Background: an optimization exercise with open tools, aiming at small area. Do not read the settings as production practice. Only simulation tests tie the RTL to the original design; equivalence was not proved. Power and IR drop assume default switching activity.

== north ==
==> flow/design.v (excerpt) <==
module servo_mux (
    input  wire        clk,
    input  wire        rst,           
    input  wire        tick,          
    input  wire        host_valid,    
    input  wire        host_kind,     
    input  wire [27:0] host_word,
    output wire        host_ready,    
    output wire        resp_valid,
    output wire [7:0]  rdata,
    output wire [1:0]  status,
    output wire [15:0] result,
    output wire [3:0]  pin
);
Size in the first run: about 610 cells after synthesis, about 61 flip-flops, ~65 I/O pins, about 0.0042 mm2 of cells after synthesis.
Settings: LEC_CHECK=0, CAP_MARGIN=20, CORE_MARGIN=2, CORE_UTILIZATION=40, SLEW_MARGIN=20; clock period 25.0 ns.
standard.sh (not shown) runs the stock make flow with config.mk's settings and CLKGATE_MAP_FILE= SYNTH_SCRIPT=/design/flow/synth_recipe.tcl, a recipe that flattens the netlist after the stock synthesis.
==> flow/flow/run.sh <==
#!/bin/bash
# Layout flow: the standard flow (standard.sh) with three changes.
#  1. Synthesis is ORFS's synthesis run by synth_recipe.tcl, with ABC's
#     mapping script replaced by an area-oriented one (abc_map.script) and
#     without ORFS's full-adder extraction. Registers and their names are
#     those of the standard synthesis.
#  2. Ports are buffered with sky130_fd_sc_hd__buf_1 cells.
#  3. Clock tree synthesis uses small clock buffers and no dummy loads.
# Each tool's output goes to a log file of its own in the work folder.
set -euo pipefail
W=$(pwd)
F=$W/flow

# synthesis script: synth_recipe.tcl with ABC's script swapped
{
  cat <<EOT
proc abc {args} {
  set i [lsearch -exact \$args -script]
  if { \$i >= 0 } { set args [lreplace \$args \$i [expr {\$i + 1}] -script $F/abc_map.script] }
  yosys abc {*}\$args
}
EOT
  cat $W/synth_recipe.tcl
} > $W/flow_synth.tcl

bash $W/standard.sh SYNTH_SCRIPT=$W/flow_synth.tcl ADDER_MAP_FILE= synth > $W/synth.log 2>&1

bash $W/standard.sh \
  "BUFFER_PORTS_ARGS=-buffer_cell sky130_fd_sc_hd__buf_1" \
  "CTS_ARGS=-sink_clustering_enable -repair_clock_nets -buf_list {sky130_fd_sc_hd__clkbuf_2 sky130_fd_sc_hd__clkbuf_4} -dont_use_dummy_load" \
  finish > $W/layout.log 2>&1
==> flow/flow/abc_map.script <==
strash
&get -n
&dch -f
&nf -a -R 1000 -p
&put
topo
[inputs] south vs north
--- a/flow/flow/run.sh
+++ b/flow/flow/run.sh
@@ -28,4 +28,4 @@
 bash $W/standard.sh \
   "BUFFER_PORTS_ARGS=-buffer_cell sky130_fd_sc_hd__buf_1" \
-  "CTS_ARGS=-sink_clustering_enable -repair_clock_nets -buf_list {sky130_fd_sc_hd__clkbuf_2 sky130_fd_sc_hd__clkbuf_4} -dont_use_dummy_load" \
+  "CTS_ARGS=-sink_clustering_enable -repair_clock_nets -sink_clustering_size 64 -sink_clustering_max_diameter 400 -buf_list {sky130_fd_sc_hd__clkbuf_16} -dont_use_dummy_load" \
   finish > $W/layout.log 2>&1
==> notes.md <==
- south ended with every stage complete and zero timing, DRC or antenna violations.
- Cmp south vs north: switching component of the power higher in south
- Compared south vs north, and clock skew is down in south.
- Of the two candidates, north has the better post-route cell area and south the worse one.
- NOTE detailed-route vias per instance north->south decreased slightly
Input changes introduced in east (baseline for comparison: south):
--- a/flow/flow/run.sh
+++ b/flow/flow/run.sh
@@ -28,4 +28,4 @@
 bash $W/standard.sh \
   "BUFFER_PORTS_ARGS=-buffer_cell sky130_fd_sc_hd__buf_1" \
-  "CTS_ARGS=-sink_clustering_enable -repair_clock_nets -sink_clustering_size 64 -sink_clustering_max_diameter 400 -buf_list {sky130_fd_sc_hd__clkbuf_16} -dont_use_dummy_load" \
+  "CTS_ARGS=-sink_clustering_enable -repair_clock_nets -buf_list {sky130_fd_sc_hd__clkbuf_4} -sink_buffer_max_cap_derate 1.0 -dont_use_dummy_load" \
   finish > $W/layout.log 2>&1
[compare] base=south new=east: maximum cell stage delay along the critical path now sits higher, share of power burned in the clock network now sits lower, number of inserted filler cells in the final layout now sits higher. Share of cell area taken by multi-input logic gates on east is up relative to south. Every run in the comparison, south and east, completed the flow with a clean layout. Comparing south and east, tightest slew margin relative to the limit is lower on south. In the tables for south and east, power per unit of standard cell area reads lower with east. Reported for south and east, non-clock buffer count turned out identical to the last digit. Area growth from synthesis to final layout was lower in the run labelled east. Wire length sits lower in east than in south. Average via count per standard cell in east is 1.5% above south.
## Diff of input files: west against east
--- a/flow/flow/run.sh
+++ b/flow/flow/run.sh
@@ -28,4 +28,4 @@
 bash $W/standard.sh \
   "BUFFER_PORTS_ARGS=-buffer_cell sky130_fd_sc_hd__buf_1" \
-  "CTS_ARGS=-sink_clustering_enable -repair_clock_nets -buf_list {sky130_fd_sc_hd__clkbuf_4} -sink_buffer_max_cap_derate 1.0 -dont_use_dummy_load" \
+  "CTS_ARGS=-repair_clock_nets -buf_list {sky130_fd_sc_hd__clkbuf_4} -dont_use_dummy_load" \
   finish > $W/layout.log 2>&1
The non-clock buffer count on east is in line with that on west. Between west and east, the time the final worst path needs with I/O delays and setup figures differ only marginally. There was hardly any difference in final standard cell area without fillers between west and east. Maximum clock insertion buffer count essentially unchanged between east and west. On number of hold buffers added after CTS, west and east are neck and neck.

* * *

v35:
Another version of the RTL of servo_mux (not shown whole).
Size in the first run: about 61 flip-flops.
clock: 25.0 ns
lec_check: 0
cap_margin: 20
core_margin: 2
core_utilization: 40
slew_margin: 20
==> flow/flow/run.sh <==
#!/bin/bash
# Layout flow: the standard flow (standard.sh) with three changes.
#  1. Synthesis is ORFS's synthesis run by synth_recipe.tcl, with ABC's
#     mapping script replaced by an area-oriented one (abc_map.script) and
#     without ORFS's full-adder extraction; outputs that share a net get
#     sky130_fd_sc_hd__buf_1 buffers. Registers and their names are those of
#     the standard synthesis.
#  2. Ports are buffered with sky130_fd_sc_hd__buf_1 cells.
#  3. Clock tree synthesis uses small clock buffers and no dummy loads.
# Each tool's output goes to a log file of its own in the work folder.
set -euo pipefail
W=$(pwd)
F=$W/flow

# synthesis script: synth_recipe.tcl with ABC's script swapped
{
  cat <<EOT
proc abc {args} {
  set i [lsearch -exact \$args -script]
  if { \$i >= 0 } { set args [lreplace \$args \$i [expr {\$i + 1}] -script $F/abc_map.script] }
  yosys abc {*}\$args
}
EOT
  cat $W/synth_recipe.tcl
} > $W/flow_synth.tcl

bash $W/standard.sh SYNTH_SCRIPT=$W/flow_synth.tcl ADDER_MAP_FILE= \
  "MIN_BUF_CELL_AND_PORTS=sky130_fd_sc_hd__buf_1 A X" synth > $W/synth.log 2>&1

bash $W/standard.sh \
  "BUFFER_PORTS_ARGS=-buffer_cell sky130_fd_sc_hd__buf_1" GPL_TIMING_DRIVEN=0 \
  "CTS_ARGS=-sink_clustering_enable -repair_clock_nets -buf_list {sky130_fd_sc_hd__clkbuf_2 sky130_fd_sc_hd__clkbuf_4} -dont_use_dummy_load" \
  finish > $W/layout.log 2>&1
Scripts as last shown in full above: flow/flow/abc_map.script
Per the final summary, v35 finished and its layout is clean on timing, DRC and antenna.
## Diff of input files: v42 against v35
==> flow/flow/run.sh <==
#!/bin/bash
# Layout flow: the standard flow (standard.sh) with three changes.
#  1. Synthesis is ORFS's synthesis run by synth_recipe.tcl, with ABC's
#     mapping script replaced by an area-oriented one (abc_map.script) and
#     without ORFS's full-adder extraction. Registers and their names are
#     those of the standard synthesis.
#  2. Ports are buffered with sky130_fd_sc_hd__buf_1 cells.
#  3. Clock tree synthesis uses small clock buffers and no dummy loads.
# Each tool's output goes to a log file of its own in the work folder.
set -euo pipefail
W=$(pwd)
F=$W/flow

# synthesis script: synth_recipe.tcl with ABC's script swapped
{
  cat <<EOT
proc abc {args} {
  set i [lsearch -exact \$args -script]
  if { \$i >= 0 } { set args [lreplace \$args \$i [expr {\$i + 1}] -script $F/abc_map.script] }
  yosys abc {*}\$args
}
EOT
  cat $W/synth_recipe.tcl
} > $W/flow_synth.tcl

bash $W/standard.sh SYNTH_SCRIPT=$W/flow_synth.tcl ADDER_MAP_FILE= synth > $W/synth.log 2>&1

bash $W/standard.sh \
  "BUFFER_PORTS_ARGS=-buffer_cell sky130_fd_sc_hd__buf_1" \
  "CTS_ARGS=-sink_clustering_enable -repair_clock_nets -buf_list {sky130_fd_sc_hd__clkbuf_2 sky130_fd_sc_hd__clkbuf_4} -dont_use_dummy_load" \
  finish > $W/layout.log 2>&1
## What came out
Changes observed in v42 relative to v35: area after synthesis picked up an extra 15 sq um, sequential share of the synthesized area neither gained nor lost much, fraction of power spent switching nets dropped 0.63 points.
### v42 -> v48
-- flow/flow/run.sh --
<<< v42, line 3
#  1. Synthesis is ORFS's synthesis run by synth_recipe.tcl, with ABC's
#     mapping script replaced by an area-oriented one (abc_map.script) and
#     without ORFS's full-adder extraction. Registers and their names are
#     those of the standard synthesis.
#  2. Ports are buffered with sky130_fd_sc_hd__buf_1 cells.
#  3. Clock tree synthesis uses small clock buffers and no dummy loads.
>>> v48, line 3
#  1. Synthesis is ORFS's synthesis run by synth_recipe.tcl, with ABC's
#     mapping script replaced by an area-oriented one (abc_map.script) and
#     without ORFS's full-adder extraction; outputs that share a net get
#     sky130_fd_sc_hd__buf_1 buffers. Registers and their names are those of
#     the standard synthesis.
#  2. Ports are buffered with sky130_fd_sc_hd__buf_1 cells.
#  3. Clock tree synthesis uses small clock buffers and no dummy loads.
<<< v42, line 24
} > $W/flow_synth.tcl

bash $W/standard.sh SYNTH_SCRIPT=$W/flow_synth.tcl ADDER_MAP_FILE= synth > $W/synth.log 2>&1

bash $W/standard.sh \
>>> v48, line 25
} > $W/flow_synth.tcl

bash $W/standard.sh SYNTH_SCRIPT=$W/flow_synth.tcl ADDER_MAP_FILE= \
  "MIN_BUF_CELL_AND_PORTS=sky130_fd_sc_hd__buf_1 A X" synth > $W/synth.log 2>&1

bash $W/standard.sh \
## What came out
- Summary: area after synthesis, v48 better than v42
- Net switching power of the design went up slightly going from v42 to v48.
- Starting utilization of the core area essentially unchanged between v48 and v42.
- Number of levels in the clock H-tree: v48 vs v42 — no meaningful difference
- Between v42 and v48, the area fraction in compound gates after synthesis does not differ in any meaningful way.
- v48 gives more total power of the final layout than v42 did.
- The run showing the greater total of fill cells in the finished design is v42.

## afterwards: timing with drivers on the ports
The results above use ideal ports. As a check the final layouts listed here were re-extracted and re-timed, cells and wires unchanged. Step 1: set_driving_cell puts a clkbuf_16 on clk and a buf_2 on each other input, an assumption about the parent block. Step 2 adds t to the input delays and takes it off the output delays; t is the mean of the earliest and latest rising clock arrival at the registers after step 1. Input paths then give back, and output paths get back, about the clock's delay inside the block. Three values: no drivers, after step 1, after step 2; two values: the first two.
run | shift t [ns] | slack for setup (ns) | worst hold slack (ns) | latest minus earliest clock arrival (ns) | worst slew at a driven data input, ns
north | 0.427 | 13.636 / 13.610 / 14.037 | 0.471 / 0.471 / 0.471 | 0.033 / 0.033 | 0.03
south | 0.362 | 13.799 / 13.765 / 14.127 | 0.461 / 0.461 / 0.461 | 0.014 / 0.014 | 0.03
east | 0.427 | 13.636 / 13.610 / 14.037 | 0.471 / 0.471 / 0.471 | 0.033 / 0.033 | 0.03
west | 0.427 | 13.636 / 13.610 / 14.037 | 0.471 / 0.471 / 0.471 | 0.033 / 0.033 | 0.03
v35 | 0.439 | 13.953 / 13.924 / 14.363 | 0.477 / 0.477 / 0.477 | 0.022 / 0.022 | 0.03
v42 | 0.417 | 14.285 / 14.257 / 14.674 | 0.486 / 0.486 / 0.486 | 0.040 / 0.040 | 0.03
v48 | 0.429 | 14.205 / 14.175 / 14.604 | 0.482 / 0.482 / 0.482 | 0.034 / 0.034 | 0.03
After both steps every run listed still meets setup and hold.
